From an optimization exercise on the open Yosys and OpenROAD flow, aimed at small area, a short achievable clock period and few clock cycles; shortcuts taken in it are not production practice.
RTL that was checked went through simulation tests only; none was proved equivalent to the original.
The RTL of run 3 was laid out without a check of its function.
Power figures rest on the tool's default switching activity, not on a simulated workload.

==> flow/config.mk <==
export PLATFORM = sky130hd
export DESIGN_NAME = relay_rx
export DESIGN_NICKNAME = relay_rx
export VERILOG_FILES = /design/flow/design.v
export SDC_FILE = /design/flow/constraint.sdc
export NUM_CORES = 4
export LEC_CHECK = 0
export CAP_MARGIN = 20
export CORE_MARGIN = 2
export CORE_UTILIZATION = 40
export PLACE_DENSITY = 0.6
export SLEW_MARGIN = 20
==> flow/design.v <==
module relay_rx (
    input  wire       clk,
    input  wire       rst,
    input  wire       in_valid,
    input  wire [7:0] in_data,
    output wire       in_ready,
    input  wire [7:0] target,
    output wire       frame_ready,
    output wire [7:0] frame_id,
    output wire [7:0] frame_len,
    input  wire [7:0] rd_addr,
    output wire [7:0] rd_data,
    input  wire       frame_release,
    output reg        err_valid,
    output reg  [3:0] err_cause
);
    localparam [7:0] START_MARK = 8'h02;
    localparam [7:0] END_MARK   = 8'h03;
    localparam [7:0] ESC_MARK   = 8'h1B;
    localparam [7:0] ESC_START  = 8'h30;
    localparam [7:0] ESC_END    = 8'h31;
    localparam [7:0] ESC_ESC    = 8'h32;
    localparam [7:0] BIAS       = 8'h20;
    localparam [7:0] LEN_MIN    = 8'd6;
    localparam [7:0] LEN_MAX    = 8'd150;
    localparam [7:0] N_SLAVES   = 8'd32;
    localparam [7:0] ID_OFFSET  = 8'd100;
    localparam       PAY_MAX    = 145;      
    localparam [3:0] E_BAD_ID      = 4'd1;
    localparam [3:0] E_BAD_LEN     = 4'd2;
    localparam [3:0] E_ILLEGAL_ESC = 4'd4;
    localparam [3:0] E_RAW_MARKER  = 4'd5;
    localparam [3:0] E_ESC_AT_END  = 4'd6;
    localparam [3:0] E_BAD_END     = 4'd7;
    localparam [3:0] E_BAD_NIBBLE  = 4'd8;
    localparam [3:0] E_CRC         = 4'd9;
    localparam [3:0] E_NOT_ADDR    = 4'd10;
    localparam [2:0] S_START = 3'd0;
    localparam [2:0] S_ID    = 3'd1;
    localparam [2:0] S_LEN   = 3'd2;
    localparam [2:0] S_PAY   = 3'd3;
    localparam [2:0] S_CRC   = 3'd4;
    localparam [2:0] S_END   = 3'd5;
    localparam [2:0] S_DONE  = 3'd6;
    function [15:0] crc_update;
        input [15:0] c;
        input [7:0]  b;
        integer k;
        reg [15:0] t;
        begin
            t = c ^ {8'h00, b};
            for (k = 0; k < 8; k = k + 1)
                t = t[0] ? ((t >> 1) ^ 16'hA001) : (t >> 1);
            crc_update = t;
        end
    endfunction
    reg [7:0]  pay_buf [0:PAY_MAX-1];
    reg [2:0]  state;
    reg [7:0]  wptr;        
    reg [7:0]  remaining;   
    reg        esc_pend;
    reg [15:0] crc;
    reg        nib_bad;
    reg        crc_bad;
    reg [7:0]  fid;
    wire accept = in_valid;
    assign in_ready    = 1'b1;
    assign frame_ready = (state == S_DONE);
    assign frame_id    = fid;
    assign frame_len   = wptr;
    wire [7:0] hi_byte = rd_addr[4] ? pay_buf[128 + 16] : pay_buf[{4'b1000, rd_addr[3:0]}];
    assign rd_data = rd_addr[7] ? hi_byte : pay_buf[{1'b0, rd_addr[6:0]}];
    wire [7:0] in_v  = in_data - BIAS;
    wire       id_ok = ((in_v >= 8'd1) && (in_v <= N_SLAVES)) ||
                       ((in_v >= ID_OFFSET + 8'd1) && (in_v <= ID_OFFSET + N_SLAVES));
    wire       len_ok = (in_v >= LEN_MIN) && (in_v <= LEN_MAX);
    reg  [7:0] unstuffed;
    always @(*) begin
        if (!esc_pend)
            unstuffed = in_data;
        else if (in_data == ESC_START)
            unstuffed = START_MARK;
        else if (in_data == ESC_END)
            unstuffed = END_MARK;
        else
            unstuffed = ESC_MARK;
    end
    reg  [3:0] crc_nib;
    always @(*) begin
        case (remaining[1:0])
            2'd0: crc_nib = crc[15:12];
            2'd1: crc_nib = crc[11:8];
            2'd2: crc_nib = crc[7:4];
            default: crc_nib = crc[3:0];
        endcase
    end
    wire addressed = (target >= 8'd1) && (target <= N_SLAVES) &&
                     (fid == target + ID_OFFSET);
    integer i;
    always @(posedge clk) begin
        for (i = 0; i < PAY_MAX; i = i + 1)
            if (wptr == i)
                pay_buf[i] <= unstuffed;
    end
    task raise_error;
        input [3:0] cause;
        begin
            err_valid <= 1'b1;
            err_cause <= cause;
            state     <= S_START;
        end
    endtask
    always @(posedge clk) begin
        if (rst) begin
            state     <= S_START;
            wptr      <= 8'd0;
            remaining <= 8'd0;
            esc_pend  <= 1'b0;
            crc       <= 16'h0000;
            nib_bad   <= 1'b0;
            crc_bad   <= 1'b0;
            fid       <= 8'd0;
            err_valid <= 1'b0;
            err_cause <= 4'd0;
        end else begin
            err_valid <= 1'b0;
            if (accept) begin
                case (state)
                    S_START: if (in_data == START_MARK)
                        state <= S_ID;
                    S_ID: begin
                        fid <= in_v;
                        crc <= crc_update(16'h0000, in_data);
                        if (!id_ok)
                            raise_error(E_BAD_ID);
                        else
                            state <= S_LEN;
                    end
                    S_LEN: begin
                        crc       <= crc_update(crc, in_data);
                        remaining <= in_v - 8'd5;
                        esc_pend  <= 1'b0;
                        wptr      <= 8'd0;
                        if (!len_ok)
                            raise_error(E_BAD_LEN);
                        else
                            state <= S_PAY;
                    end
                    S_PAY: begin
                        remaining <= remaining - 8'd1;
                        if (esc_pend) begin
                            if (in_data != ESC_START && in_data != ESC_END && in_data != ESC_ESC)
                                raise_error(E_ILLEGAL_ESC);
                            else begin
                                esc_pend <= 1'b0;
                                crc      <= crc_update(crc, unstuffed);
                                wptr     <= wptr + 8'd1;
                                if (remaining == 8'd1)
                                    state <= S_CRC;
                            end
                        end else if (in_data == ESC_MARK) begin
                            esc_pend <= 1'b1;
                            if (remaining == 8'd1)
                                raise_error(E_ESC_AT_END);
                        end else if (in_data == START_MARK || in_data == END_MARK) begin
                            raise_error(E_RAW_MARKER);
                        end else begin
                            crc  <= crc_update(crc, unstuffed);
                            wptr <= wptr + 8'd1;
                            if (remaining == 8'd1)
                                state <= S_CRC;
                        end
                        nib_bad <= 1'b0;
                        crc_bad <= 1'b0;
                    end
                    S_CRC: begin
                        remaining <= remaining + 8'd1;
                        if (in_data[7:4] != 4'h2)
                            nib_bad <= 1'b1;
                        if (in_data[3:0] != crc_nib)
                            crc_bad <= 1'b1;
                        if (remaining[1:0] == 2'd3)
                            state <= S_END;
                    end
                    S_END: begin
                        if (in_data != END_MARK)
                            raise_error(E_BAD_END);
                        else if (nib_bad)
                            raise_error(E_BAD_NIBBLE);
                        else if (crc_bad)
                            raise_error(E_CRC);
                        else if (!addressed)
                            raise_error(E_NOT_ADDR);
                        else
                            state <= S_DONE;
                    end
                    S_DONE: ;
                    default: state <= S_START;
                endcase
            end
            if (state == S_DONE && frame_release)
                state <= S_START;
        end
    end
endmodule
==> flow/run.sh <==
#!/bin/bash
# synth_recipe.tcl (not shown) runs the flow's synth.tcl, then flattens the netlist and writes it again
# the make line also repeats each setting of config.mk as NAME=value (left out here)
make -C /OpenROAD-flow-scripts/flow DESIGN_CONFIG=/design/flow/config.mk WORK_HOME=/design/flow/orfs CLKGATE_MAP_FILE= SYNTH_SCRIPT=/design/flow/synth_recipe.tcl finish
==> flow/constraint.sdc <==
create_clock -name core_clock -period 10.0 [get_ports {clk}]
set_input_delay 2.0000 -clock core_clock [delete_from_list [all_inputs] [get_ports {clk}]]
set_output_delay 2.0000 -clock core_clock [all_outputs]
set_load 0.01 [all_outputs]
==> out/metrics.cfg, run 1 <==
[sta]
finClkSkew_ns=0.0264
post-route-min-period_ns=9.27
finalHoldViolations=0
timing.fmax_ghz=0.108
slew_viol_final=0
worst_hold_slack_ns=0.454
setup-tns-final_ns=0
share_of_the_clock_period_used_by_the_worst_path_pct=92.7
setup-violations-final=0
slew-limit-headroom_pct=11.0
max_slew.worst_pin.slew_ns=1.33
unrepaired_setup_endpoints_after_global_routing=no

[synth]
post-synth-top-count-cell=sky130_fd_sc_hd__edfxtp_1
synth-seq-cells=1211
yosys_most_used_dff=sky130_fd_sc_hd__edfxtp_1
ys_top_cells_by_count=sky130_fd_sc_hd__edfxtp_1 (1160), sky130_fd_sc_hd__a22oi_1 (307), sky130_fd_sc_hd__nor2_1 (281)
ys_async_sr_fraction_pct=0
yosysTopAreaCell=sky130_fd_sc_hd__edfxtp_1
syn_avg_cell_area_um2=15.1
synth.top_cells.by_area=sky130_fd_sc_hd__edfxtp_1 (72%), sky130_fd_sc_hd__a22oi_1 (4.8%), sky130_fd_sc_hd__nor2_1 (2.2%), sky130_fd_sc_hd__dfxtp_1 (2.1%), sky130_fd_sc_hd__a32oi_1 (1.4%)
synthDominantCellAreaShare_pct=72.0
syn_area_um2=48400
synthesis.instances=3196
yosys_warnings=2
synth-edff-count=1160
synth_fp_nets=3256
yosys.cell_types.count=89
synth-seq-area-share_pct=74.1

[die]
starting_density_of_the_core_pct=40.3
die_w_um=352
placementRows=127
floorplan.die.height_um=352
die_area_um2=124000
design.core.area_um2=120000
design.portCount=59

[place]
place.port_buffers=57
placed_cells_incl_taps=4830
dpl-instance-area_um2=51900
routabilityCongestion=1.13
dpl.hpwl_um=152000

[routing]
via_count=35215
drt_first_pass_iters=8
drt_wl_total_um=227000
route.detailed.vias_per_inst=6.94
postRouteAntennaNets=0
drt-wirelength-per-cell_um=44.7
detail_route.iter0.violations=6996
detail_route.drc_violations=0

[cts]
clock_tree_from_tritoncts=done
clock_tree.htree_level_count=4
path_clk_slew_ns=0.06
root_buffer=sky130_fd_sc_hd__clkbuf_16
cts-buffers-inserted=131
post_cts.repair.setup_buffers=0
clk_path_buf_depth=3
clk-insertion-delay-late_ns=0.78
post_cts_hold_buffer_count=0
clkSinkCount=1211
resized_cells_post_cts=0

[worst_setup_path]
critPathRequiredTime_ns=8.00
crit_fanout=47
end_point_of_the_critical_path=rd_data[3]
crit_arrival_ns=7.27
crit_path_end_kind=output pin
worst_flop_to_flop_path_startpoint=esc_pend
crit_path_start=rd_addr[3]
timing_worst_setup_path_type=in2out
timing.reg2reg.setup_slack_ns=6.61
critical_path.startpoint_type=primary input
reg2regPathDepth=8
timing.rr.end=crc[15]

[cells_and_area]
drive_above_1_share_pct=14.6
layout.core_utilization_pct=46.8
num-nets-final=3414
final_cell_area_um2=56200
layout.cells.non_filler=5073
layout-area-overhead-vs-synth_pct=16.1

[global_route]
grt_first_pass_wirelength_um=299000
first_global_vias=32306
globalRouteTotalUtil_pct=36.5
grt.overflow.total=0
maximum_number_of_pins_on_one_net_before_global_route_repair=146
initial_antenna_violation_count=15

[pwr]
ir_worst_vdd_v=0.000157
p_leak_nw=17.3
cellPowerDensity_nw_per_um2=195

[hold_path]
worstHoldPathType=reg2reg

[job]
drv.max_cap_violation_count=0

[run_status]
run_status=timing/DRC/antenna clean

## critical path, cell delays in order
cell and delay (ns):
sky130_fd_sc_hd__buf_2 0.77, sky130_fd_sc_hd__and4b_2 0.61, sky130_fd_sc_hd__buf_4 0.35, sky130_fd_sc_hd__buf_4 0.23, sky130_fd_sc_hd__a32oi_1 0.39, sky130_fd_sc_hd__nand2_1 0.12
sky130_fd_sc_hd__nor4_2 0.72, sky130_fd_sc_hd__nand4_1 0.21, sky130_fd_sc_hd__nor4b_1 1.01, sky130_fd_sc_hd__buf_4 0.24, sky130_fd_sc_hd__o31ai_1 0.07, sky130_fd_sc_hd__clkdlybuf4s50_1 0.50
## per-layer routing
metal	GRT usage, %	share of wire [%]	routed length [um]	vias to the layer above
li1	-	-	-	13339
met1	47.6	36	81900	17825
met2	51.6	41	94000	3275
met3	12.7	14	32600	758
met4	24.1	8.0	18300	18
met5	0.196	0.081	185	-
## power by group
| part | switching (mW) | total (mW) | leakage (nW) | internal [mW] |
|---|---|---|---|---|
| registers | 0.000567 | 5.55 | 10.8 | 5.55 |
| logic | 0.411 | 0.547 | 4.43 | 0.136 |
| clock network | 2.11 | 4.84 | 2.04 | 2.74 |
| total | 2.52 | 10.9 | 17.3 | 8.43 |
## logic make-up after synthesis
logic type	synth area share, %
AOI/OAI and AO/OA	13.1
DFF	74.1
muxes	0.437
adders and majority gates	0.828
and+or+nand+nor	8.09
other	0.00775
xor gates and xnor gates	1.17
buffers and inverters	2.28
## layout make-up
type | instances | area (um2)
Clock buffer | 160 | 3450
Tap cell | 1612 | 2020
Clock inverter | 74 | 754
Timing Repair Buffer | 245 | 2070
Sequential cell | 1211 | 35900
Fill cell | 10413 | 63800
Multi-Input combinational cell | 1738 | 11900
Inverter | 27 | 104
Antenna cell | 6 | 15.0
## cells in the final DEF (no fill, tap or decap), types with 77 or more instances in the layout
cell and count:
sky130_fd_sc_hd__clkbuf_16 134, sky130_fd_sc_hd__a22oi_1 307, sky130_fd_sc_hd__nand3_1 119, sky130_fd_sc_hd__a21oi_1 84
sky130_fd_sc_hd__buf_4 176, sky130_fd_sc_hd__edfxtp_1 1160, sky130_fd_sc_hd__a32oi_1 77, sky130_fd_sc_hd__nor2_1 205
sky130_fd_sc_hd__o22ai_1 82, sky130_fd_sc_hd__nand2_1 116
## flip-flops by register name (all words and copies together), names as in the netlist
name	flops
pay_buf	1160
wptr	8
remaining	8
err_valid	1
state	3
fid	8
crc	16
err_cause	4
nib_bad	1
crc_bad	1
esc_pend	1
## per-stage QoR
step / setup WS (ns) / total power [mW]
global placement: 0.744 / 6.18
global route: 0.791 / 11.1
CTS: 0.689 / 10.9
finish: 0.734 / 10.9
detailed placement: 0.700 / 6.19
floorplan: 1.03 / 5.92
## worst min path at each step
stage               depth (start not counted)            to    startpoint
floorplan                                   2        crc[1]        crc[9]
global placement                            2  err_cause[3]  err_cause[3]
detailed placement                          2  err_cause[3]  err_cause[3]
CTS                                         2  err_cause[3]  err_cause[3]
global route                                2  err_cause[3]  err_cause[3]
finish                                      2  err_cause[3]  err_cause[3]
Testbench counts, summed over its fixed seeds: cycles 25,166.
==> run 2: changes to the inputs <==
--- a/flow/design.v
+++ b/flow/design.v
@@ -69,6 +69,22 @@
     assign frame_id    = fid;
     assign frame_len   = wptr;
-    wire [7:0] hi_byte = rd_addr[4] ? pay_buf[128 + 16] : pay_buf[{4'b1000, rd_addr[3:0]}];
-    assign rd_data = rd_addr[7] ? hi_byte : pay_buf[{1'b0, rd_addr[6:0]}];
+    wire [15:0] rd_lo;
+    wire [9:0]  rd_hi;
+    relay_rx_dec u_dec (.a(rd_addr), .lo(rd_lo), .hi(rd_hi));
+    genvar gb, gg, gj;
+    generate
+        for (gb = 0; gb < 8; gb = gb + 1) begin : g_bit
+            wire [9:0] grp;
+            for (gg = 0; gg < 9; gg = gg + 1) begin : g_grp
+                wire [15:0] d;
+                for (gj = 0; gj < 16; gj = gj + 1) begin : g_d
+                    assign d[gj] = pay_buf[16 * gg + gj][gb];
+                end
+                relay_rx_sel16 u_sel (.sel(rd_lo), .d(d), .y(grp[gg]));
+            end
+            relay_rx_sel1 u_sel144 (.sel(rd_lo[0]), .d(pay_buf[144][gb]), .y(grp[9]));
+            relay_rx_sel10 u_fin (.sel(rd_hi), .d(grp), .y(rd_data[gb]));
+        end
+    endgenerate
     wire [7:0] in_v  = in_data - BIAS;
     wire       id_ok = ((in_v >= 8'd1) && (in_v <= N_SLAVES)) ||
@@ -204,2 +220,32 @@
     end
 endmodule
+module relay_rx_dec (
+    input  wire [7:0]  a,
+    output wire [15:0] lo,
+    output wire [9:0]  hi
+);
+    assign lo = 16'd1 << a[3:0];
+    wire [15:0] h = 16'd1 << a[7:4];
+    assign hi = h[9:0];
+endmodule
+module relay_rx_sel16 (
+    input  wire [15:0] sel,
+    input  wire [15:0] d,
+    output wire        y
+);
+    assign y = |(sel & d);
+endmodule
+module relay_rx_sel10 (
+    input  wire [9:0] sel,
+    input  wire [9:0] d,
+    output wire       y
+);
+    assign y = |(sel & d);
+endmodule
+module relay_rx_sel1 (
+    input  wire sel,
+    input  wire d,
+    output wire y
+);
+    assign y = sel & d;
+endmodule
--- a/flow/config.mk
+++ b/flow/config.mk
@@ -8,5 +8,11 @@
 export CAP_MARGIN = 20
 export CORE_MARGIN = 2
-export CORE_UTILIZATION = 40
-export PLACE_DENSITY = 0.6
+export CORE_UTILIZATION = 55
+export CTS_BUF_LIST = sky130_fd_sc_hd__clkbuf_8 sky130_fd_sc_hd__clkbuf_16
+export CTS_CLUSTER_DIAMETER = 80
+export CTS_CLUSTER_SIZE = 30
+export PLACE_DENSITY = 0.7
+export SETUP_SLACK_MARGIN = 5
 export SLEW_MARGIN = 20
+export SYNTH_HIERARCHICAL = 1
+export SYNTH_MINIMUM_KEEP_SIZE = 0
==> out/metrics.cfg, run 2 <==
[cells_and_area]
layout-area-overhead-vs-synth_pct=11.0  ; was 16.1%
final_cell_area_um2=53400  ; was 56200 um2
drive_above_1_share_pct=19.0  ; was 14.6%
largest-register=pay_buf  ; unchanged
insertedDiodeCount=0  ; was 6
num-nets-final=2884  ; was 3414
layout.core_utilization_pct=61.6  ; was 46.8%
largestRegisters=pay_buf x1160, crc x16  ; unchanged
largest_reg_flops=1160  ; unchanged
most_frequent_standard_cell_in_the_layout_excluding_fill_and_tap_cells=sky130_fd_sc_hd__edfxtp_1  ; unchanged
n_fill_cell=6072  ; was 10413
layout.cells.non_filler=4001  ; was 5073
most-common-layout-cells=sky130_fd_sc_hd__edfxtp_1 (1160), sky130_fd_sc_hd__a22o_1 (296), sky130_fd_sc_hd__a221oi_2 (276)  ; was sky130_fd_sc_hd__edfxtp_1 (1160), sky130_fd_sc_hd__a22oi_1 (307), sky130_fd_sc_hd__nor2_1 (205)

[routing]
drt_first_pass_iters=6  ; was 8
drt_wl_total_um=132000  ; was 227000 um
detail_route.drc_violations=0  ; unchanged
route.detailed.vias_per_inst=6.96  ; was 6.94
detail_route.iter0.violations=3875  ; was 6996
drt-wirelength-per-cell_um=33.0  ; was 44.7 um
via_count=27849  ; was 35215
postRouteAntennaNets=0  ; unchanged

[synth]
synth-seq-cells=1211  ; unchanged
synth.top_cells.by_area=sky130_fd_sc_hd__edfxtp_1 (72%), sky130_fd_sc_hd__a221oi_2 (9.2%), sky130_fd_sc_hd__a22o_1 (5.4%), sky130_fd_sc_hd__dfxtp_1 (2.1%), sky130_fd_sc_hd__nor2_1 (1.8%)  ; was sky130_fd_sc_hd__edfxtp_1 (72%), sky130_fd_sc_hd__a22oi_1 (4.8%), sky130_fd_sc_hd__nor2_1 (2.2%), sky130_fd_sc_hd__dfxtp_1 (2.1%), sky130_fd_sc_hd__a32oi_1 (1.4%)
yosys.cell_types.count=76  ; was 89
synth-seq-area-share_pct=74.5  ; was 74.1%
syn_avg_cell_area_um2=18.0  ; was 15.1 um2
synth_fp_nets=2727  ; was 3256
synth-edff-count=1160  ; unchanged
yosys_most_used_dff=sky130_fd_sc_hd__edfxtp_1  ; unchanged
ys_async_sr_fraction_pct=0  ; unchanged
yosys_warnings=9  ; was 2
syn_area_um2=48100  ; was 48400 um2
synthesis.instances=2668  ; was 3196
post-synth-top-count-cell=sky130_fd_sc_hd__edfxtp_1  ; unchanged
synthDominantCellAreaShare_pct=72.4  ; was 72.0%
ys_top_cells_by_count=sky130_fd_sc_hd__edfxtp_1 (1160), sky130_fd_sc_hd__a221oi_2 (296), sky130_fd_sc_hd__a22o_1 (296)  ; was sky130_fd_sc_hd__edfxtp_1 (1160), sky130_fd_sc_hd__a22oi_1 (307), sky130_fd_sc_hd__nor2_1 (281)
yosysTopAreaCell=sky130_fd_sc_hd__edfxtp_1  ; unchanged

[global_route]
globalRouteTotalUtil_pct=28.9  ; was 36.5%
maximum_number_of_pins_on_one_net_before_global_route_repair=89  ; was 146
first_global_vias=26762  ; was 32306
grt_first_pass_wirelength_um=188000  ; was 299000 um
grt.overflow.total=0  ; unchanged
initial_antenna_violation_count=4  ; was 15

[die]
die_w_um=300  ; was 352 um
starting_density_of_the_core_pct=55.5  ; was 40.3%
design.portCount=59  ; unchanged
floorplan.die.height_um=300  ; was 352 um
design.core.area_um2=86800  ; was 120000 um2
placementRows=108  ; was 127
die_area_um2=89900  ; was 124000 um2

[sta]
finalHoldViolations=0  ; unchanged
finClkSkew_ns=0.0315  ; was 0.0264 ns
post-route-min-period_ns=6.44  ; was 9.27 ns
timing.final.ws_setup_ns=3.56  ; was 0.734 ns
slew_viol_final=0  ; unchanged
setup-tns-final_ns=0  ; unchanged
share_of_the_clock_period_used_by_the_worst_path_pct=64.4  ; was 92.7%
setup-violations-final=0  ; unchanged
max_slew.worst_pin.slew_ns=1.19  ; was 1.33 ns
unrepaired_setup_endpoints_after_global_routing=yes  ; was no
slew-limit-headroom_pct=20.3  ; was 11.0%
timing.fmax_ghz=0.155  ; was 0.108 GHz
worst_hold_slack_ns=0.491  ; was 0.454 ns

[cts]
clk_path_buf_depth=3  ; unchanged
clkSinkCount=1211  ; unchanged
clk-insertion-delay-late_ns=0.67  ; was 0.78 ns
cts-buffers-inserted=50  ; was 131
root_buffer=sky130_fd_sc_hd__clkbuf_16  ; unchanged
path_clk_slew_ns=0.09  ; was 0.06 ns
clock_tree_from_tritoncts=done  ; unchanged
post_cts_hold_buffer_count=0  ; unchanged
clock_tree.htree_level_count=2  ; was 4

[worst_setup_path]
crit_fanout=23  ; was 47
critical_path.startpoint_type=primary input  ; unchanged
timing_worst_setup_path_type=in2out  ; unchanged
crit_path_end_kind=output pin  ; unchanged
critPathRequiredTime_ns=8.00  ; about the same
crit_arrival_ns=4.44  ; was 7.27 ns

[pwr]
cellPowerDensity_nw_per_um2=163  ; was 195 nW/um2
ir_worst_vdd_v=0.000147  ; was 0.000157 V
p_leak_nw=16.5  ; was 17.3 nW
design_power_total_mw=8.69  ; was 10.9 mW

[place]
routabilityCongestion=0.914  ; was 1.13
dpl.hpwl_um=75400  ; was 152000 um
placed_cells_incl_taps=3871  ; was 4830
dpl-instance-area_um2=50300  ; was 51900 um2
place_worst_setup_slack_ns=1.83  ; was 0.700 ns
place.port_buffers=57  ; unchanged

[job]
drv.max_cap_violation_count=0  ; unchanged

[run_status]
run_status=timing/DRC/antenna clean  ; unchanged

[hold_path]
worstHoldPathType=reg2reg  ; unchanged

-- run 2: cell types whose count changed after synthesis, moves of 33 or more --
cell,previous run,this run
sky130_fd_sc_hd__a221oi_2,1,296
sky130_fd_sc_hd__a22oi_1,307,32
sky130_fd_sc_hd__a22o_1,53,296
sky130_fd_sc_hd__nand3_1,120,25
sky130_fd_sc_hd__buf_2,88,4
sky130_fd_sc_hd__o22ai_1,82,5
sky130_fd_sc_hd__a32oi_1,77,1
sky130_fd_sc_hd__clkbuf_1,96,36
sky130_fd_sc_hd__nand2_1,116,62
sky130_fd_sc_hd__nor2_1,281,231
sky130_fd_sc_hd__a221oi_1,50,5
sky130_fd_sc_hd__a21oi_1,84,45
sky130_fd_sc_hd__nand4_1,49,86
sky130_fd_sc_hd__nor4_1,37,4
-- run 2: per-layer routing --
| metal | vias up | part of all wire, % | GRT usage (%) |
|---|---|---|---|
| li1 | 11709 | - | - |
| met1 | 14373 | 39 | 41.6 |
| met2 | 1562 | 47 | 45.7 |
| met3 | 201 | 11 | 5.03 |
| met4 | 4 | 3.5 | 8.85 |
| met5 | - | 0.024 | 0 |
-- run 2: layout make-up --
class	count	area, um2	share of cell area [%]
Inverter	27	105	0.197
Sequential cell	1211	35900	67.1
Multi-Input combinational cell	1389	12500	23.4
Clock buffer	53	1330	2.48
Timing Repair Buffer	146	1860	3.49
Clock inverter	20	294	0.551
Tap cell	1155	1450	2.71
-- run 2: worst max-delay path: stages --
cell	delay [ns]
sky130_fd_sc_hd__buf_16	0.13
sky130_fd_sc_hd__buf_12	0.13
sky130_fd_sc_hd__and4bb_4	0.32
sky130_fd_sc_hd__a22o_1	0.30
sky130_fd_sc_hd__a221oi_2	0.20
sky130_fd_sc_hd__nand4_1	0.28
sky130_fd_sc_hd__a221oi_4	0.56
sky130_fd_sc_hd__nand4_1	0.28
sky130_fd_sc_hd__buf_2	0.22
-- run 2: per-module statistics from Yosys, one instance, submodules excluded --
module | flops+latches | times used
relay_rx_dec | 0 | 1
relay_rx_sel16 | 0 | 72
relay_rx | 1211 | 1
relay_rx_sel10 | 0 | 8
relay_rx_sel1 | 0 | 8
-- run 2: worst paths after layout --
kind | depth (start not counted) | slack (ns) | endpoint | start
worst max register to register | 8 | 6.70 | state[1] | state[1]
worst min-delay path | 2 | 0.49 | err_cause[3] | err_cause[3]
worst min register to register | 2 | 0.49 | err_cause[3] | err_cause[3]
worst max-delay path | 9 | 3.56 | rd_data[6] | rd_addr[2]
-- run 2: report_power, final --
| part | switching (mW) | leakage (nW) | internal (mW) |
|---|---|---|---|
| Combinational | 0.346 | 4.80 | 0.181 |
| Clock | 1.53 | 0.808 | 1.09 |
| Sequential | 0.000685 | 10.8 | 5.54 |
-- run 2: timing repair --
action                     CTS  global route
gates resized for setup    176            18
buffers inserted            15            10
pin swaps                   50            21
gates cloned                27             4
setup endpoints to repair  215           221
-- run 2: cells by family after synthesis --
group,Yosys count,share of synthesized area (%)
flops,1211,74.5
compound gates,772,17.1
simple gates,500,5.23
buf+inv,86,0.936
xor+xnor,65,1.32
fa+ha+maj,31,0.806
mux,2,0.0416
other cells,1,0.00779
Testbench counts of run 2, summed over its fixed seeds: cycles 25,166.
==> run 3: changes to the inputs <==
--- a/flow/design.v
+++ b/flow/design.v
@@ -75,14 +75,26 @@
     generate
         for (gb = 0; gb < 8; gb = gb + 1) begin : g_bit
-            wire [9:0] grp;
+            wire [9:0] m;       
+            wire [2:0] q;
             for (gg = 0; gg < 9; gg = gg + 1) begin : g_grp
-                wire [15:0] d;
-                for (gj = 0; gj < 16; gj = gj + 1) begin : g_d
-                    assign d[gj] = pay_buf[16 * gg + gj][gb];
+                wire [5:0] n;   
+                wire [1:0] p;   
+                for (gj = 0; gj < 5; gj = gj + 1) begin : g_tri
+                    relay_rx_aoi222 u_aoi (
+                        .a1(rd_lo[3 * gj]),     .a2(pay_buf[16 * gg + 3 * gj][gb]),
+                        .b1(rd_lo[3 * gj + 1]), .b2(pay_buf[16 * gg + 3 * gj + 1][gb]),
+                        .c1(rd_lo[3 * gj + 2]), .c2(pay_buf[16 * gg + 3 * gj + 2][gb]),
+                        .y(n[gj]));
                 end
-                relay_rx_sel16 u_sel (.sel(rd_lo), .d(d), .y(grp[gg]));
+                relay_rx_nand2 u_15 (.a(rd_lo[15]), .b(pay_buf[16 * gg + 15][gb]), .y(n[5]));
+                relay_rx_nand3 u_p0 (.a(n[0]), .b(n[1]), .c(n[2]), .y(p[0]));
+                relay_rx_nand3 u_p1 (.a(n[3]), .b(n[4]), .c(n[5]), .y(p[1]));
+                relay_rx_oai21 u_g (.a1(p[0]), .a2(p[1]), .b1(rd_hi[gg]), .y(m[gg]));
             end
-            relay_rx_sel1 u_sel144 (.sel(rd_lo[0]), .d(pay_buf[144][gb]), .y(grp[9]));
-            relay_rx_sel10 u_fin (.sel(rd_hi), .d(grp), .y(rd_data[gb]));
+            relay_rx_nand3 u_144 (.a(rd_hi[9]), .b(rd_lo[0]), .c(pay_buf[144][gb]), .y(m[9]));
+            relay_rx_nand4 u_q0 (.a(m[0]), .b(m[1]), .c(m[2]), .d(m[3]), .y(q[0]));
+            relay_rx_nand4 u_q1 (.a(m[4]), .b(m[5]), .c(m[6]), .d(m[7]), .y(q[1]));
+            relay_rx_nand2 u_q2 (.a(m[8]), .b(m[9]), .y(q[2]));
+            relay_rx_or3 u_out (.a(q[0]), .b(q[1]), .c(q[2]), .y(rd_data[gb]));
         end
     endgenerate
@@ -191,5 +203,5 @@
                     end
                     S_CRC: begin
-                        remaining <= remaining + 8'd1;
+                        remaining[1:0] <= remaining[1:0] + 2'd1;
                         if (in_data[7:4] != 4'h2)
                             nib_bad <= 1'b1;
@@ -229,23 +241,38 @@
     assign hi = h[9:0];
 endmodule
-module relay_rx_sel16 (
-    input  wire [15:0] sel,
-    input  wire [15:0] d,
-    output wire        y
-);
-    assign y = |(sel & d);
-endmodule
-module relay_rx_sel10 (
-    input  wire [9:0] sel,
-    input  wire [9:0] d,
-    output wire       y
-);
-    assign y = |(sel & d);
-endmodule
-module relay_rx_sel1 (
-    input  wire sel,
-    input  wire d,
-    output wire y
-);
-    assign y = sel & d;
-endmodule
+module relay_rx_aoi222 (
+    input  wire a1, a2, b1, b2, c1, c2,
+    output wire y
+);
+    assign y = ~((a1 & a2) | (b1 & b2) | (c1 & c2));
+endmodule
+module relay_rx_oai21 (
+    input  wire a1, a2, b1,
+    output wire y
+);
+    assign y = ~((a1 | a2) & b1);
+endmodule
+module relay_rx_nand4 (
+    input  wire a, b, c, d,
+    output wire y
+);
+    assign y = ~(a & b & c & d);
+endmodule
+module relay_rx_nand3 (
+    input  wire a, b, c,
+    output wire y
+);
+    assign y = ~(a & b & c);
+endmodule
+module relay_rx_nand2 (
+    input  wire a, b,
+    output wire y
+);
+    assign y = ~(a & b);
+endmodule
+module relay_rx_or3 (
+    input  wire a, b, c,
+    output wire y
+);
+    assign y = a | b | c;
+endmodule
==> out/metrics.cfg, run 3 <==
[cells_and_area]
most_frequent_standard_cell_in_the_layout_excluding_fill_and_tap_cells=sky130_fd_sc_hd__edfxtp_1  ; unchanged
most-common-layout-cells=sky130_fd_sc_hd__edfxtp_1 (1160), sky130_fd_sc_hd__a222oi_1 (364), sky130_fd_sc_hd__nor2_1 (192)  ; was sky130_fd_sc_hd__edfxtp_1 (1160), sky130_fd_sc_hd__a22o_1 (296), sky130_fd_sc_hd__a221oi_2 (276)
drive_above_1_share_pct=10.4  ; was 19.0%
num-nets-final=2855  ; was 2884
largestRegisters=pay_buf x1160, crc x16  ; unchanged
largest_reg_flops=1160  ; unchanged
largest-register=pay_buf  ; unchanged
layout.cells.non_filler=3881  ; was 4001
layout-area-overhead-vs-synth_pct=12.3  ; was 11.0%
layout.core_utilization_pct=62.3  ; was 61.6%

[place]
routabilityCongestion=0.888  ; was 0.914
placed_cells_incl_taps=3732  ; was 3871
dpl.hpwl_um=69800  ; was 75400 um
place.port_buffers=57  ; unchanged

[routing]
via_count=28454  ; was 27849
drt_wl_total_um=134000  ; was 132000 um
detail_route.drc_violations=0  ; unchanged
drt-wirelength-per-cell_um=34.5  ; was 33.0 um
postRouteAntennaNets=0  ; unchanged
detail_route.iter0.violations=6232  ; was 3875
route.detailed.vias_per_inst=7.33  ; was 6.96
drt_first_pass_iters=9  ; was 6

[sta]
setup-tns-final_ns=0  ; unchanged
slew-limit-headroom_pct=18.6  ; was 20.3%
finalHoldViolations=0  ; unchanged
slew_viol_final=0  ; unchanged
post-route-min-period_ns=6.62  ; was 6.44 ns
max_slew.worst_pin.slew_ns=1.22  ; was 1.19 ns
finClkSkew_ns=0.0386  ; was 0.0315 ns
unrepaired_setup_endpoints_after_global_routing=yes  ; unchanged
timing.fmax_ghz=0.151  ; was 0.155 GHz
share_of_the_clock_period_used_by_the_worst_path_pct=66.2  ; was 64.4%
setup-violations-final=0  ; unchanged

[pwr]
power.switching_fraction_pct=21.6  ; about the same
power_report.internal_total_mw=6.71  ; was 6.82 mW
design_power_total_mw=8.55  ; was 8.69 mW
p_leak_nw=15.8  ; was 16.5 nW
ir_worst_vdd_v=0.000129  ; was 0.000147 V
p_sw_mw=1.85  ; was 1.88 mW
power_frac_clock_pct=29.2  ; was 30.2%
comb_power_share_pct=5.9  ; was 6.1%
cellPowerDensity_nw_per_um2=168  ; was 163 nW/um2
share_seq_of_total_power_pct=64.9  ; was 63.8%

[job]
drv.max_cap_violation_count=0  ; unchanged

[synth]
post-synth-top-count-cell=sky130_fd_sc_hd__edfxtp_1  ; unchanged
yosys_most_used_dff=sky130_fd_sc_hd__edfxtp_1  ; unchanged
ys_async_sr_fraction_pct=0  ; unchanged
synth-seq-cells=1211  ; unchanged
synth-edff-count=1160  ; unchanged
yosys_warnings=9  ; unchanged
ys_top_cells_by_count=sky130_fd_sc_hd__edfxtp_1 (1160), sky130_fd_sc_hd__a222oi_1 (364), sky130_fd_sc_hd__nor2_1 (200)  ; was sky130_fd_sc_hd__edfxtp_1 (1160), sky130_fd_sc_hd__a221oi_2 (296), sky130_fd_sc_hd__a22o_1 (296)
syn_avg_cell_area_um2=17.3  ; was 18.0 um2
synth.top_cells.by_area=sky130_fd_sc_hd__edfxtp_1 (77%), sky130_fd_sc_hd__a222oi_1 (8.0%), sky130_fd_sc_hd__dfxtp_1 (2.2%), sky130_fd_sc_hd__nand3_1 (2.0%), sky130_fd_sc_hd__nor2_1 (1.7%)  ; was sky130_fd_sc_hd__edfxtp_1 (72%), sky130_fd_sc_hd__a221oi_2 (9.2%), sky130_fd_sc_hd__a22o_1 (5.4%), sky130_fd_sc_hd__dfxtp_1 (2.1%), sky130_fd_sc_hd__nor2_1 (1.8%)
yosysTopAreaCell=sky130_fd_sc_hd__edfxtp_1  ; unchanged
yosys.cell_types.count=76  ; unchanged
synth_fp_nets=2677  ; was 2727
synth-seq-area-share_pct=79.0  ; was 74.5%
syn_area_um2=45400  ; was 48100 um2
synthesis.instances=2619  ; was 2668
synthDominantCellAreaShare_pct=76.7  ; was 72.4%

[cts]
cts-buffers-inserted=50  ; unchanged
root_buffer=sky130_fd_sc_hd__clkbuf_16  ; unchanged
clk_path_buf_depth=3  ; unchanged
clock_tree_from_tritoncts=done  ; unchanged
clock_tree.htree_level_count=2  ; unchanged
clk-insertion-delay-late_ns=0.66  ; was 0.67 ns
path_clk_slew_ns=0.09  ; about the same
clkSinkCount=1211  ; unchanged
post_cts_hold_buffer_count=0  ; unchanged

[die]
floorplan.die.height_um=291  ; was 300 um
die_w_um=291  ; was 300 um
placementRows=105  ; was 108
starting_density_of_the_core_pct=55.5  ; about the same
design.portCount=59  ; unchanged
die_area_um2=84800  ; was 89900 um2
design.core.area_um2=81800  ; was 86800 um2

[worst_setup_path]
cell_by_cell_trace_of_the_critical_path=buf_16 > nor4_4 > buf_12 > a222oi_1 > nand3_1 > o21ai_2 > nand4_1 > or3_4 > buf_6  ; was buf_16 > buf_12 > and4bb_4 > a22o_1 > a221oi_2 > nand4_1 > a221oi_4 > nand4_1 > buf_2
crit_path_end_kind=output pin  ; unchanged
slowest_cell_delay_on_critical_path_ns=0.72  ; was 0.56 ns
critical_path.startpoint_type=primary input  ; unchanged
slowest_stage_cell_cp=sky130_fd_sc_hd__a222oi_1  ; was sky130_fd_sc_hd__a221oi_4
crit_arrival_ns=4.62  ; was 4.44 ns
critPathRequiredTime_ns=8.00  ; about the same
timing_worst_setup_path_type=in2out  ; unchanged
reg2regPathDepth=3  ; was 8
crit_fanout=12  ; was 23

[hold_path]
hold_path_depth=2  ; unchanged
worstHoldPathType=reg2reg  ; unchanged

[global_route]
grt_first_pass_wirelength_um=191000  ; was 188000 um
first_global_vias=27156  ; was 26762
grt.overflow.total=0  ; unchanged
globalRouteTotalUtil_pct=31.2  ; was 28.9%
maximum_number_of_pins_on_one_net_before_global_route_repair=111  ; was 89
initial_antenna_violation_count=2  ; was 4

[run_status]
run_status=timing/DRC/antenna clean  ; unchanged

-- run 3: changes by cell type after synthesis, sizes merged, moves of 8 or more --
cell	before	now
a222oi	4	364
a221oi	301	3
a22o	296	0
nand3	25	179
nand2	62	141
o21ai	34	109
nand4	86	22
nor2	232	200
a22oi	32	3
mux2i	2	10
-- run 3: cell families after synthesis --
kind of cell,synth area share [%]
DFF,79.0
and+or+nand+nor,6.92
AOI/OAI and AO/OA,10.8
buffers and inverters,0.838
xor gates and xnor gates,1.33
adders and majority gates,0.827
muxes,0.295
other,0.00826
-- run 3: per-layer routing --
metal	share of wire (%)	vias up	global-route usage, %
met5	0.020	-	0
met4	4.0	4	11.6
met3	17	326	9.19
met2	44	2326	46.8
met1	35	14254	43.6
li1	-	11544	-
-- run 3: modules after synthesis (local to each module, per instance), excerpt --
module	cells	cell area (um2)	flip-flops and latches
relay_rx	1897	39900	1211
relay_rx_dec	34	360	0
relay_rx_aoi222	1	10.0	0
relay_rx_nand4	1	6.26	0
relay_rx_oai21	1	5.00	0
relay_rx_nand3	1	5.00	0
relay_rx_nand2	1	3.75	0
-- run 3: layout make-up --
cell class / count / area [um2]
tap: 1070 / 1340
multi-input combinational: 1335 / 9720
inverter: 29 / 113
clock inverter: 14 / 203
clock buffer: 51 / 1280
fill: 5632 / 30900
timing repair buffer: 168 / 2460
sequential: 1211 / 35900
antenna: 1 / 2.50
timing repair inverter: 2 / 12.5
-- run 3: worst paths after layout --
path               from              to  slack (ns)
max          rd_addr[2]      rd_data[0]        3.38
min              crc[9]          crc[9]        0.48
max reg2reg     wptr[2]  pay_buf[86][0]        6.99
min reg2reg      crc[9]          crc[9]        0.48
-- run 3: power by group through the flow --
| stage | Clock, mW | Combinational (mW) | Sequential, mW |
|---|---|---|---|
| after detailed placement | 0 | 0.404 | 5.67 |
| after floorplan | 0 | 0.236 | 5.67 |
| after CTS | 2.50 | 0.483 | 5.55 |
| after global routing | 2.65 | 0.523 | 5.55 |
| final | 2.49 | 0.506 | 5.55 |
| after global placement | 0 | 0.393 | 5.67 |
-- run 3: metrics by stage --
| step | setup WS [ns] | hold slack [ns] | cell area [um2] |
|---|---|---|---|
| 6_report | 3.38 | 0.483 | 51000 |
| 5_1_grt | 3.47 | 0.511 | 51000 |
| 4_1_cts | 3.58 | 0.487 | 50800 |
| 3_5_place_dp | 1.82 | 0.474 | 47500 |
| 3_3_place_gp | 1.92 | 0.460 | 47500 |
| 2_1_floorplan | 3.24 | 0.446 | 45500 |
-- run 3: worst max-delay path: cells and delay by family --
family                 cells  cell delay (ns)
AO/OA/AOI/OAI              2             0.97
buffers and inverters      3             0.45
AND/OR/NAND/NOR            4             1.17
-- run 3: timing repair --
| item | CTS | global route |
|---|---|---|
| buffers inserted | 38 | 4 |
| hold endpoints to repair | 0 | 0 |
| endpoints found under the setup margin | 284 | 344 |
| pin swaps | 130 | 33 |
| gates cloned | 37 | 2 |
| resized for setup | 194 | 21 |
==> run 4: changes to the inputs <==
--- a/flow/design.v
+++ b/flow/design.v
@@ -55,5 +55,6 @@
         end
     endfunction
-    reg [7:0]  pay_buf [0:PAY_MAX-1];
+    reg  [8*PAY_MAX-1:0] pay_q;
+    wire [8*PAY_MAX-1:0] pay_d;
     reg [2:0]  state;
     reg [7:0]  wptr;        
@@ -76,5 +77,5 @@
         for (gb = 0; gb < 8; gb = gb + 1) begin : g_bit
             wire [9:0] m;       
-            wire [2:0] q;
+            wire [2:0] q;       
             for (gg = 0; gg < 9; gg = gg + 1) begin : g_grp
                 wire [5:0] n;   
@@ -82,19 +83,19 @@
                 for (gj = 0; gj < 5; gj = gj + 1) begin : g_tri
                     relay_rx_aoi222 u_aoi (
-                        .a1(rd_lo[3 * gj]),     .a2(pay_buf[16 * gg + 3 * gj][gb]),
-                        .b1(rd_lo[3 * gj + 1]), .b2(pay_buf[16 * gg + 3 * gj + 1][gb]),
-                        .c1(rd_lo[3 * gj + 2]), .c2(pay_buf[16 * gg + 3 * gj + 2][gb]),
+                        .a1(rd_lo[3 * gj]),     .a2(pay_q[8 * (16 * gg + 3 * gj) + gb]),
+                        .b1(rd_lo[3 * gj + 1]), .b2(pay_q[8 * (16 * gg + 3 * gj + 1) + gb]),
+                        .c1(rd_lo[3 * gj + 2]), .c2(pay_q[8 * (16 * gg + 3 * gj + 2) + gb]),
                         .y(n[gj]));
                 end
-                relay_rx_nand2 u_15 (.a(rd_lo[15]), .b(pay_buf[16 * gg + 15][gb]), .y(n[5]));
+                relay_rx_nand2 u_15 (.a(rd_lo[15]), .b(pay_q[8 * (16 * gg + 15) + gb]), .y(n[5]));
                 relay_rx_nand3 u_p0 (.a(n[0]), .b(n[1]), .c(n[2]), .y(p[0]));
                 relay_rx_nand3 u_p1 (.a(n[3]), .b(n[4]), .c(n[5]), .y(p[1]));
                 relay_rx_oai21 u_g (.a1(p[0]), .a2(p[1]), .b1(rd_hi[gg]), .y(m[gg]));
             end
-            relay_rx_nand3 u_144 (.a(rd_hi[9]), .b(rd_lo[0]), .c(pay_buf[144][gb]), .y(m[9]));
-            relay_rx_nand4 u_q0 (.a(m[0]), .b(m[1]), .c(m[2]), .d(m[3]), .y(q[0]));
-            relay_rx_nand4 u_q1 (.a(m[4]), .b(m[5]), .c(m[6]), .d(m[7]), .y(q[1]));
-            relay_rx_nand2 u_q2 (.a(m[8]), .b(m[9]), .y(q[2]));
-            relay_rx_or3 u_out (.a(q[0]), .b(q[1]), .c(q[2]), .y(rd_data[gb]));
+            relay_rx_nand3 u_144 (.a(rd_hi[9]), .b(rd_lo[0]), .c(pay_q[8 * (144) + gb]), .y(m[9]));
+            relay_rx_and4 u_q0 (.a(m[0]), .b(m[1]), .c(m[2]), .d(m[3]), .y(q[0]));
+            relay_rx_and4 u_q1 (.a(m[4]), .b(m[5]), .c(m[6]), .d(m[7]), .y(q[1]));
+            relay_rx_and2 u_q2 (.a(m[8]), .b(m[9]), .y(q[2]));
+            relay_rx_nand3 u_out (.a(q[0]), .b(q[1]), .c(q[2]), .y(rd_data[gb]));
         end
     endgenerate
@@ -123,12 +124,20 @@
         endcase
     end
+    wire [15:0] crc_next = crc_update((state == S_ID) ? 16'h0000 : crc, unstuffed);
     wire addressed = (target >= 8'd1) && (target <= N_SLAVES) &&
                      (fid == target + ID_OFFSET);
-    integer i;
-    always @(posedge clk) begin
-        for (i = 0; i < PAY_MAX; i = i + 1)
-            if (wptr == i)
-                pay_buf[i] <= unstuffed;
-    end
+    genvar gk, gw;
+    generate
+        for (gk = 0; gk < PAY_MAX; gk = gk + 1) begin : g_slot
+            wire we  = (wptr == gk);
+            wire nwe = ~we;
+            for (gw = 0; gw < 8; gw = gw + 1) begin : g_wbit
+                relay_rx_hold u_hold (.e(we), .ne(nwe), .d(unstuffed[gw]),
+                                      .q(pay_q[8 * gk + gw]), .y(pay_d[8 * gk + gw]));
+            end
+        end
+    endgenerate
+    always @(posedge clk)
+        pay_q <= pay_d;
     task raise_error;
         input [3:0] cause;
@@ -153,4 +162,6 @@
         end else begin
             err_valid <= 1'b0;
+            if (state == S_START)
+                esc_pend <= 1'b0;
             if (accept) begin
                 case (state)
@@ -159,5 +170,5 @@
                     S_ID: begin
                         fid <= in_v;
-                        crc <= crc_update(16'h0000, in_data);
+                        crc <= crc_next;
                         if (!id_ok)
                             raise_error(E_BAD_ID);
@@ -166,5 +177,5 @@
                     end
                     S_LEN: begin
-                        crc       <= crc_update(crc, in_data);
+                        crc       <= crc_next;
                         remaining <= in_v - 8'd5;
                         esc_pend  <= 1'b0;
@@ -182,5 +193,5 @@
                             else begin
                                 esc_pend <= 1'b0;
-                                crc      <= crc_update(crc, unstuffed);
+                                crc      <= crc_next;
                                 wptr     <= wptr + 8'd1;
                                 if (remaining == 8'd1)
@@ -194,5 +205,5 @@
                             raise_error(E_RAW_MARKER);
                         end else begin
-                            crc  <= crc_update(crc, unstuffed);
+                            crc  <= crc_next;
                             wptr <= wptr + 8'd1;
                             if (remaining == 8'd1)
@@ -241,4 +252,10 @@
     assign hi = h[9:0];
 endmodule
+module relay_rx_hold (
+    input  wire e, ne, d, q,
+    output wire y
+);
+    assign y = (e & d) | (ne & q);
+endmodule
 module relay_rx_aoi222 (
     input  wire a1, a2, b1, b2, c1, c2,
@@ -253,10 +270,4 @@
     assign y = ~((a1 | a2) & b1);
 endmodule
-module relay_rx_nand4 (
-    input  wire a, b, c, d,
-    output wire y
-);
-    assign y = ~(a & b & c & d);
-endmodule
 module relay_rx_nand3 (
     input  wire a, b, c,
@@ -271,8 +282,14 @@
     assign y = ~(a & b);
 endmodule
-module relay_rx_or3 (
-    input  wire a, b, c,
-    output wire y
-);
-    assign y = a | b | c;
-endmodule
+module relay_rx_and4 (
+    input  wire a, b, c, d,
+    output wire y
+);
+    assign y = a & b & c & d;
+endmodule
+module relay_rx_and2 (
+    input  wire a, b,
+    output wire y
+);
+    assign y = a & b;
+endmodule
--- a/flow/config.mk
+++ b/flow/config.mk
@@ -8,10 +8,10 @@
 export CAP_MARGIN = 20
 export CORE_MARGIN = 2
-export CORE_UTILIZATION = 55
+export CORE_UTILIZATION = 65
 export CTS_BUF_LIST = sky130_fd_sc_hd__clkbuf_8 sky130_fd_sc_hd__clkbuf_16
 export CTS_CLUSTER_DIAMETER = 80
 export CTS_CLUSTER_SIZE = 30
-export PLACE_DENSITY = 0.7
-export SETUP_SLACK_MARGIN = 5
+export PLACE_DENSITY = 0.75
+export SETUP_SLACK_MARGIN = 4.5
 export SLEW_MARGIN = 20
 export SYNTH_HIERARCHICAL = 1
==> out/metrics.cfg, run 4 <==
[run_status]
run_status=timing/DRC/antenna clean  ; unchanged

[cts]
clkSinkCount=1211  ; unchanged
path_clk_slew_ns=0.11  ; was 0.09 ns
root_buffer=sky130_fd_sc_hd__clkbuf_16  ; unchanged
clk_path_buf_depth=3  ; unchanged
cts-buffers-inserted=49  ; was 50
clock_tree_from_tritoncts=done  ; unchanged
post_cts_hold_buffer_count=0  ; unchanged
clk-insertion-delay-late_ns=0.66  ; about the same
clock_tree.htree_level_count=2  ; unchanged

[synth]
synth-edff-count=0  ; was 1160
synthesis.instances=3901  ; was 2619
yosysTopAreaCell=sky130_fd_sc_hd__dfxtp_1  ; was sky130_fd_sc_hd__edfxtp_1
synthDominantCellAreaShare_pct=54.8  ; was 76.7%
synth-seq-area-share_pct=54.8  ; was 79.0%
yosys_most_used_dff=sky130_fd_sc_hd__dfxtp_1  ; was sky130_fd_sc_hd__edfxtp_1
synth-seq-cells=1211  ; unchanged
synth.top_cells.by_area=sky130_fd_sc_hd__dfxtp_1 (55%), sky130_fd_sc_hd__a22o_1 (23%), sky130_fd_sc_hd__a222oi_1 (8.2%), sky130_fd_sc_hd__nand2_1 (2.3%), sky130_fd_sc_hd__nand3_1 (2.0%)  ; was sky130_fd_sc_hd__edfxtp_1 (77%), sky130_fd_sc_hd__a222oi_1 (8.0%), sky130_fd_sc_hd__dfxtp_1 (2.2%), sky130_fd_sc_hd__nand3_1 (2.0%), sky130_fd_sc_hd__nor2_1 (1.7%)
yosys_warnings=7  ; was 9
ys_top_cells_by_count=sky130_fd_sc_hd__dfxtp_1 (1211), sky130_fd_sc_hd__a22o_1 (1161), sky130_fd_sc_hd__a222oi_1 (364)  ; was sky130_fd_sc_hd__edfxtp_1 (1160), sky130_fd_sc_hd__a222oi_1 (364), sky130_fd_sc_hd__nor2_1 (200)
syn_area_um2=44200  ; was 45400 um2
syn_avg_cell_area_um2=11.3  ; was 17.3 um2
synth_fp_nets=3947  ; was 2677
yosys.cell_types.count=72  ; was 76
post-synth-top-count-cell=sky130_fd_sc_hd__dfxtp_1  ; was sky130_fd_sc_hd__edfxtp_1
ys_async_sr_fraction_pct=0  ; unchanged

[cells_and_area]
drive_above_1_share_pct=8.01  ; was 10.4%
layout-area-overhead-vs-synth_pct=12.0  ; was 12.3%
largest-register=pay_q  ; was pay_buf
num-nets-final=4129  ; was 2855
n_fill_cell=4684  ; was 5632
layout.cells.non_filler=4971  ; was 3881
layout.core_utilization_pct=73.6  ; was 62.3%
most-common-layout-cells=sky130_fd_sc_hd__dfxtp_1 (1211), sky130_fd_sc_hd__a22o_1 (1161), sky130_fd_sc_hd__a222oi_1 (364)  ; was sky130_fd_sc_hd__edfxtp_1 (1160), sky130_fd_sc_hd__a222oi_1 (364), sky130_fd_sc_hd__nor2_1 (192)
largestRegisters=pay_q x1160, crc x16  ; was pay_buf x1160, crc x16
most_frequent_standard_cell_in_the_layout_excluding_fill_and_tap_cells=sky130_fd_sc_hd__dfxtp_1  ; was sky130_fd_sc_hd__edfxtp_1
largest_reg_flops=1160  ; unchanged
final_cell_area_um2=49500  ; was 51000 um2

[global_route]
maximum_number_of_pins_on_one_net_before_global_route_repair=148  ; was 111
globalRouteTotalUtil_pct=42.4  ; was 31.2%
grt.overflow.total=0  ; unchanged
first_global_vias=37084  ; was 27156
initial_antenna_violation_count=2  ; unchanged
grt_first_pass_wirelength_um=231000  ; was 191000 um

[place]
routabilityCongestion=1.02  ; was 0.888
dpl.hpwl_um=91800  ; was 69800 um
dpl-instance-area_um2=46300  ; was 47500 um2
placed_cells_incl_taps=4826  ; was 3732
place.port_buffers=57  ; unchanged

[routing]
drt_first_pass_iters=14  ; was 9
detail_route.drc_violations=0  ; unchanged
route.detailed.vias_per_inst=7.83  ; was 7.33
drt_wl_total_um=156000  ; was 134000 um
drt-wirelength-per-cell_um=31.4  ; was 34.5 um
via_count=38944  ; was 28454
detail_route.iter0.violations=7810  ; was 6232
postRouteAntennaNets=0  ; unchanged

[worst_setup_path]
timing_worst_setup_path_type=in2out  ; unchanged
reg2regPathDepth=5  ; was 3
path_buf_inv=6  ; was 3
critical_path.startpoint_type=primary input  ; unchanged
crit_fanout=7  ; was 12
crit_path_end_kind=output pin  ; unchanged
slowest_cell_delay_on_critical_path_ns=0.51  ; was 0.72 ns
timing.reg2reg.setup_slack_ns=6.06  ; was 6.99 ns
worst_flop_to_flop_path_startpoint=esc_pend  ; was wptr[2]
slowest_stage_cell_cp=sky130_fd_sc_hd__a222oi_1  ; unchanged
timing.rr.end=pay_q[337]  ; was pay_buf[86][0]
crit_arrival_ns=4.41  ; was 4.62 ns
cp_top_family=simple AND/OR/NAND/NOR gates  ; unchanged
critPathRequiredTime_ns=8.00  ; about the same
cell_by_cell_trace_of_the_critical_path=buf_16 > buf_12 > nor4_4 > buf_6 > buf_12 > clkbuf_16 > a222oi_1 > nand3_1 > o21ai_2 > and4_4 > nand3_4 > buf_6  ; was buf_16 > nor4_4 > buf_12 > a222oi_1 > nand3_1 > o21ai_2 > nand4_1 > or3_4 > buf_6

[pwr]
cellPowerDensity_nw_per_um2=154  ; was 168 nW/um2
p_leak_nw=19.7  ; was 15.8 nW
design_power_total_mw=7.62  ; was 8.55 mW
ir_worst_vdd_v=0.000135  ; was 0.000129 V

[hold_path]
worstHoldPathType=reg2reg  ; unchanged
min_delay_worst_endpoint=pay_q[827]  ; was crc[9]
timing.hold.worst.start=pay_q[827]  ; was crc[9]
hold_path_depth=1  ; was 2

[sta]
finClkSkew_ns=0.0294  ; was 0.0386 ns
unrepaired_setup_endpoints_after_global_routing=yes  ; unchanged
setup-violations-final=0  ; unchanged
timing.fmax_ghz=0.156  ; was 0.151 GHz
slew_viol_final=0  ; unchanged
setup-tns-final_ns=0  ; unchanged
slew-limit-headroom_pct=15.9  ; was 18.6%
share_of_the_clock_period_used_by_the_worst_path_pct=64.1  ; was 66.2%
post-route-min-period_ns=6.41  ; was 6.62 ns
finalHoldViolations=0  ; unchanged
max_slew.worst_pin.slew_ns=1.26  ; was 1.22 ns

[job]
drv.max_cap_violation_count=0  ; unchanged

[die]
design.portCount=59  ; unchanged
die_w_um=265  ; was 291 um
design.core.area_um2=67300  ; was 81800 um2
placementRows=95  ; was 105
floorplan.die.height_um=265  ; was 291 um
die_area_um2=70100  ; was 84800 um2
starting_density_of_the_core_pct=65.7  ; was 55.5%

run 4: cell count changes after synthesis, sizes merged, moves of 8 or more:
cell    change
a21oi      -17
a22o     +1161
and2       +22
and4       +14
clkbuf      +9
dfxtp    +1160
edfxtp   -1160
ha         -12
inv       +141
nand2     +131
nand2b     +11
nand4      -19
nor2      -139
o21ai       -8
run 4: cell type report:
class | instances | area, um2 | area share, %
Inverter | 169 | 634 | 1.28
Sequential cell | 1211 | 24200 | 48.9
Clock buffer | 52 | 1270 | 2.56
Multi-Input combinational cell | 2465 | 19700 | 39.8
Tap cell | 873 | 1090 | 2.21
Antenna cell | 1 | 2.50 | 0.00505
Clock inverter | 13 | 141 | 0.285
Timing Repair Buffer | 187 | 2430 | 4.91
run 4: how the worst max path moves through the flow:
| stage | startpoint | end | slack (ns) | depth (start not counted) |
|---|---|---|---|---|
| 3_5_place_dp | rd_addr[3] | rd_data[7] | 1.95 | 9 |
| 6_report | rd_addr[0] | rd_data[4] | 3.59 | 12 |
| 2_1_floorplan | rd_addr[3] | rd_data[0] | 3.21 | 7 |
| 5_1_grt | rd_addr[0] | rd_data[3] | 3.69 | 12 |
| 3_3_place_gp | rd_addr[2] | rd_data[7] | 2.04 | 9 |
| 4_1_cts | rd_addr[0] | rd_data[2] | 3.74 | 11 |
run 4: cell families (layout without fill, tap and decap cells):
group           count (synthesis)  in the layout  share of synthesized area, %
flops                        1211           1211                          54.8
mux                             9              9                         0.207
fa+ha+maj                      18             18                         0.509
buf+inv                       234            421                          2.10
other cells                     1              2                       0.00848
compound gates               1723           1723                          33.9
simple gates                  651            660                          7.27
xor+xnor                       54             54                          1.12
run 4: power by group:
group | leakage [nW] | total (mW) | internal (mW) | switching (mW)
combinational | 9.27 | 0.335 | 0.0989 | 0.236
sequential | 9.75 | 4.83 | 4.83 | 0.00334
clock | 0.699 | 2.46 | 0.940 | 1.52
run 4: timing repair:
action / CTS / global route
cloned: 26 / 5
endpoints found under the setup margin: 8 / 10
gates resized for setup: 210 / 13
setup buffers: 39 / 8
pin swaps: 109 / 47
run 4: metrics by stage:
stage | hold slack [ns] | setup slack [ns]
2_1_floorplan | 0.438 | 3.21
3_3_place_gp | 0.451 | 2.04
3_5_place_dp | 0.452 | 1.95
4_1_cts | 0.483 | 3.74
5_1_grt | 0.494 | 3.69
6_report | 0.482 | 3.59
run 4: metal layers:
metal  GRT usage [%]  wire length [um]  up-vias
li1                -                 -    16408
met4            26.6             11200        0
met3            11.0             21100      606
met1            56.1             58600    18963
met5               0                 0        -
met2            62.0             65400     2967
run 4: worst reg2reg max path: stages, from the launching register on:
cell	delay, ns
sky130_fd_sc_hd__dfxtp_1	0.98
sky130_fd_sc_hd__inv_1	0.47
sky130_fd_sc_hd__nand2_4	0.44
sky130_fd_sc_hd__buf_4	0.85
sky130_fd_sc_hd__buf_4	0.85
sky130_fd_sc_hd__a22o_1	0.30
run 4: modules after synthesis (local to each module, per instance):
module / cells / flops+latches / copies in the design
relay_rx: 2019 / 1211 / 1
relay_rx_and2: 1 / 0 / 8
relay_rx_and4: 1 / 0 / 16
relay_rx_aoi222: 1 / 0 / 360
relay_rx_dec: 34 / 0 / 1
relay_rx_hold: 1 / 0 / 1160
relay_rx_nand2: 1 / 0 / 72
relay_rx_nand3: 1 / 0 / 160
relay_rx_oai21: 1 / 0 / 72
Testbench counts of run 4, summed over its fixed seeds: cycles 25,166.
==> run 5: changes to the inputs <==
--- a/flow/config.mk
+++ b/flow/config.mk
@@ -8,10 +8,10 @@
 export CAP_MARGIN = 20
 export CORE_MARGIN = 2
-export CORE_UTILIZATION = 65
+export CORE_UTILIZATION = 55
 export CTS_BUF_LIST = sky130_fd_sc_hd__clkbuf_8 sky130_fd_sc_hd__clkbuf_16
 export CTS_CLUSTER_DIAMETER = 80
 export CTS_CLUSTER_SIZE = 30
-export PLACE_DENSITY = 0.75
-export SETUP_SLACK_MARGIN = 4.5
+export PLACE_DENSITY = 0.7
+export SETUP_SLACK_MARGIN = 5
 export SLEW_MARGIN = 20
 export SYNTH_HIERARCHICAL = 1
==> out/metrics.cfg, run 5 <==
[die]
floorplan.die.height_um=288  ; was 265 um
placementRows=103  ; was 95
starting_density_of_the_core_pct=55.8  ; was 65.7%
design.core.area_um2=79300  ; was 67300 um2
die_area_um2=82700  ; was 70100 um2
design.portCount=59  ; unchanged
die_w_um=288  ; was 265 um

[sta]
max_slew.worst_pin.slew_ns=1.36  ; was 1.26 ns
slew-limit-headroom_pct=9.61  ; was 15.9%
finClkSkew_ns=0.0336  ; was 0.0294 ns
share_of_the_clock_period_used_by_the_worst_path_pct=64.5  ; was 64.1%
timing.fmax_ghz=0.155  ; was 0.156 GHz
setup-violations-final=0  ; unchanged
setup-tns-final_ns=0  ; unchanged
post-route-min-period_ns=6.45  ; was 6.41 ns
finalHoldViolations=0  ; unchanged
unrepaired_setup_endpoints_after_global_routing=yes  ; unchanged
slew_viol_final=0  ; unchanged

[worst_setup_path]
crit_fanout=27  ; was 7
crit_path_end_kind=output pin  ; unchanged
timing_worst_setup_path_type=in2out  ; unchanged
critical_path.startpoint_type=primary input  ; unchanged
critPathRequiredTime_ns=8.00  ; about the same
crit_arrival_ns=4.45  ; was 4.41 ns

[cts]
clk_path_buf_depth=3  ; unchanged
clkSinkCount=1211  ; unchanged
post_cts_hold_buffer_count=0  ; unchanged
clock_tree.htree_level_count=2  ; unchanged
cts-buffers-inserted=49  ; unchanged
clk-insertion-delay-late_ns=0.66  ; about the same
root_buffer=sky130_fd_sc_hd__clkbuf_16  ; unchanged
clock_tree_from_tritoncts=done  ; unchanged
path_clk_slew_ns=0.11  ; about the same

[routing]
via_count=37263  ; was 38944
route.detailed.vias_per_inst=7.31  ; was 7.83
drt_first_pass_iters=10  ; was 14
detail_route.drc_violations=0  ; unchanged
postRouteAntennaNets=0  ; unchanged
detail_route.iter0.violations=6799  ; was 7810
drt-wirelength-per-cell_um=29.8  ; was 31.4 um
drt_wl_total_um=152000  ; was 156000 um

[synth]
syn_area_um2=44200  ; unchanged
yosys_warnings=7  ; unchanged
syn_avg_cell_area_um2=11.3  ; unchanged
synthDominantCellAreaShare_pct=54.8  ; unchanged
yosys.cell_types.count=72  ; unchanged
post-synth-top-count-cell=sky130_fd_sc_hd__dfxtp_1  ; unchanged
synth-edff-count=0  ; unchanged
ys_top_cells_by_count=sky130_fd_sc_hd__dfxtp_1 (1211), sky130_fd_sc_hd__a22o_1 (1161), sky130_fd_sc_hd__a222oi_1 (364)  ; unchanged
synth.top_cells.by_area=sky130_fd_sc_hd__dfxtp_1 (55%), sky130_fd_sc_hd__a22o_1 (23%), sky130_fd_sc_hd__a222oi_1 (8.2%), sky130_fd_sc_hd__nand2_1 (2.3%), sky130_fd_sc_hd__nand3_1 (2.0%)  ; unchanged
synth-seq-area-share_pct=54.8  ; unchanged
synth-seq-cells=1211  ; unchanged
synth_fp_nets=3947  ; unchanged
ys_async_sr_fraction_pct=0  ; unchanged
yosys_most_used_dff=sky130_fd_sc_hd__dfxtp_1  ; unchanged
yosysTopAreaCell=sky130_fd_sc_hd__dfxtp_1  ; unchanged
synthesis.instances=3901  ; unchanged

[pwr]
ir_worst_vdd_v=0.000166  ; was 0.000135 V
p_leak_nw=19.2  ; was 19.7 nW
cellPowerDensity_nw_per_um2=156  ; was 154 nW/um2

[run_status]
run_status=timing/DRC/antenna clean  ; unchanged

[place]
dpl.hpwl_um=92300  ; was 91800 um
routabilityCongestion=0.971  ; was 1.02
dpl-instance-area_um2=46500  ; was 46300 um2
place.port_buffers=57  ; unchanged

[global_route]
maximum_number_of_pins_on_one_net_before_global_route_repair=147  ; was 148
grt_first_pass_wirelength_um=223000  ; was 231000 um
first_global_vias=34215  ; was 37084
initial_antenna_violation_count=5  ; was 2
grt.overflow.total=0  ; unchanged
globalRouteTotalUtil_pct=34.9  ; was 42.4%

[cells_and_area]
n_fill_cell=6489  ; was 4684
most_frequent_standard_cell_in_the_layout_excluding_fill_and_tap_cells=sky130_fd_sc_hd__dfxtp_1  ; unchanged
most-common-layout-cells=sky130_fd_sc_hd__dfxtp_1 (1211), sky130_fd_sc_hd__a22o_1 (1161), sky130_fd_sc_hd__a222oi_1 (364)  ; unchanged
layout-area-overhead-vs-synth_pct=10.6  ; was 12.0%
final_cell_area_um2=48900  ; was 49500 um2
largestRegisters=pay_q x1160, crc x16  ; unchanged
largest-register=pay_q  ; unchanged
num-nets-final=4074  ; was 4129
drive_above_1_share_pct=6.48  ; was 8.01%
largest_reg_flops=1160  ; unchanged

[hold_path]
worstHoldPathType=reg2reg  ; unchanged

[job]
drv.max_cap_violation_count=0  ; unchanged

-- run 5: cell types whose count changed in the layout (fill, tap and decap cells not counted), sizes merged, moves of 2 or more --
cell / before / now
buf: 130 / 78
bufbuf: 9 / 3
bufinv: 0 / 2
clkdlybuf4s15: 0 / 3
clkdlybuf4s50: 43 / 40
clkinv: 9 / 3
diode: 1 / 3
dlymetal6s2s: 0 / 2
inv: 173 / 179
-- run 5: kinds of logic (layout without fill, tap and decap cells) --
family / count (synthesis) / after routing / share of synthesized area [%]
buffers and inverters: 234 / 367 / 2.10
multiplexers: 9 / 9 / 0.207
flip-flops: 1211 / 1211 / 54.8
XOR/XNOR: 54 / 54 / 1.12
other: 1 / 4 / 0.00848
AND/OR/NAND/NOR: 651 / 660 / 7.27
AO/OA/AOI/OAI: 1723 / 1723 / 33.9
adder cells (fa/ha/maj): 18 / 18 / 0.509
-- run 5: per-module statistics from Yosys (local to each module, per instance), excerpt --
module	cells	cell area, um2	times used	flip-flops and latches
relay_rx	2019	28500	1	1211
relay_rx_and2	1	6.26	8	0
relay_rx_and4	1	8.76	16	0
relay_rx_aoi222	1	10.0	360	0
relay_rx_dec	34	360	1	0
relay_rx_hold	1	8.76	1160	0
relay_rx_nand3	1	5.00	160	0
relay_rx_oai21	1	5.00	72	0
-- run 5: power by group --
part           total [mW]  switching, mW  internal, mW
registers            4.83        0.00379          4.83
clock network        2.52           1.54         0.982
logic               0.302          0.223        0.0788
total                7.65           1.77          5.89
-- run 5: path summary, 6_finish.rpt --
kind,startpoint,endpoint,slack (ns),cells past startpoint
min reg2reg,remaining[6],remaining[6],0.48,2
max reg2reg,wptr[1],pay_q[128],6.86,6
min,remaining[6],remaining[6],0.48,2
max,rd_addr[1],rd_data[1],3.55,9
-- run 5: metrics by stage --
stage / util, % / setup slack (ns) / power, mW / std cells / hold slack (ns)
detailed placement: 58.6 / 2.07 / 5.20 / 4997 / 0.452
CTS: 61.3 / 3.66 / 7.65 / 5087 / 0.482
floorplan: - / 3.21 / 5.08 / 3901 / 0.438
finish: 61.7 / 3.55 / 7.65 / 5096 / 0.478
global route: 61.7 / 3.65 / 7.85 / 5094 / 0.491
global placement: 58.6 / 2.14 / 5.19 / 4997 / 0.451
-- run 5: what timing repair did --
item,CTS,global route
gates resized for setup,154,30
pin swaps,78,60
setup buffers,11,1
cloned,13,4
endpoints found under the setup margin,152,10
-- run 5: critical path: stages --
cell	delay (ns)
sky130_fd_sc_hd__buf_16	0.14
sky130_fd_sc_hd__nor4b_4	0.18
sky130_fd_sc_hd__buf_12	0.17
sky130_fd_sc_hd__a222oi_1	0.61
sky130_fd_sc_hd__nand3_1	0.27
sky130_fd_sc_hd__o21ai_1	0.31
sky130_fd_sc_hd__and4_2	0.41
sky130_fd_sc_hd__nand3_4	0.13
sky130_fd_sc_hd__buf_6	0.14
-- run 5: layout make-up --
type	count	area, um2	share of cell area [%]
well taps	1050	1310	2.69
repair buffers	132	1640	3.35
clock buffers	50	1240	2.54
flip-flops and latches	1211	24200	49.6
diodes	3	7.51	0.0153
clock inverters	16	204	0.417
multi-input cells	2465	19600	40.1
inverters	169	634	1.30
-- run 5: metal layers --
metal | wire, um | up-vias | track usage [%]
met3 | 15900 | 441 | 5.76
met2 | 65800 | 2356 | 52.3
met1 | 61200 | 18148 | 48.5
met5 | 25 | - | 0
met4 | 8830 | 4 | 18.2
li1 | - | 16314 | -

Check on run 5: ideal ports give 3.548 ns setup slack; a clkbuf_16 on the clock port and buf_2 on the inputs give 3.403 ns; moving port delays by the midpoint clock arrival (0.714 ns) as well gives 3.403 ns.
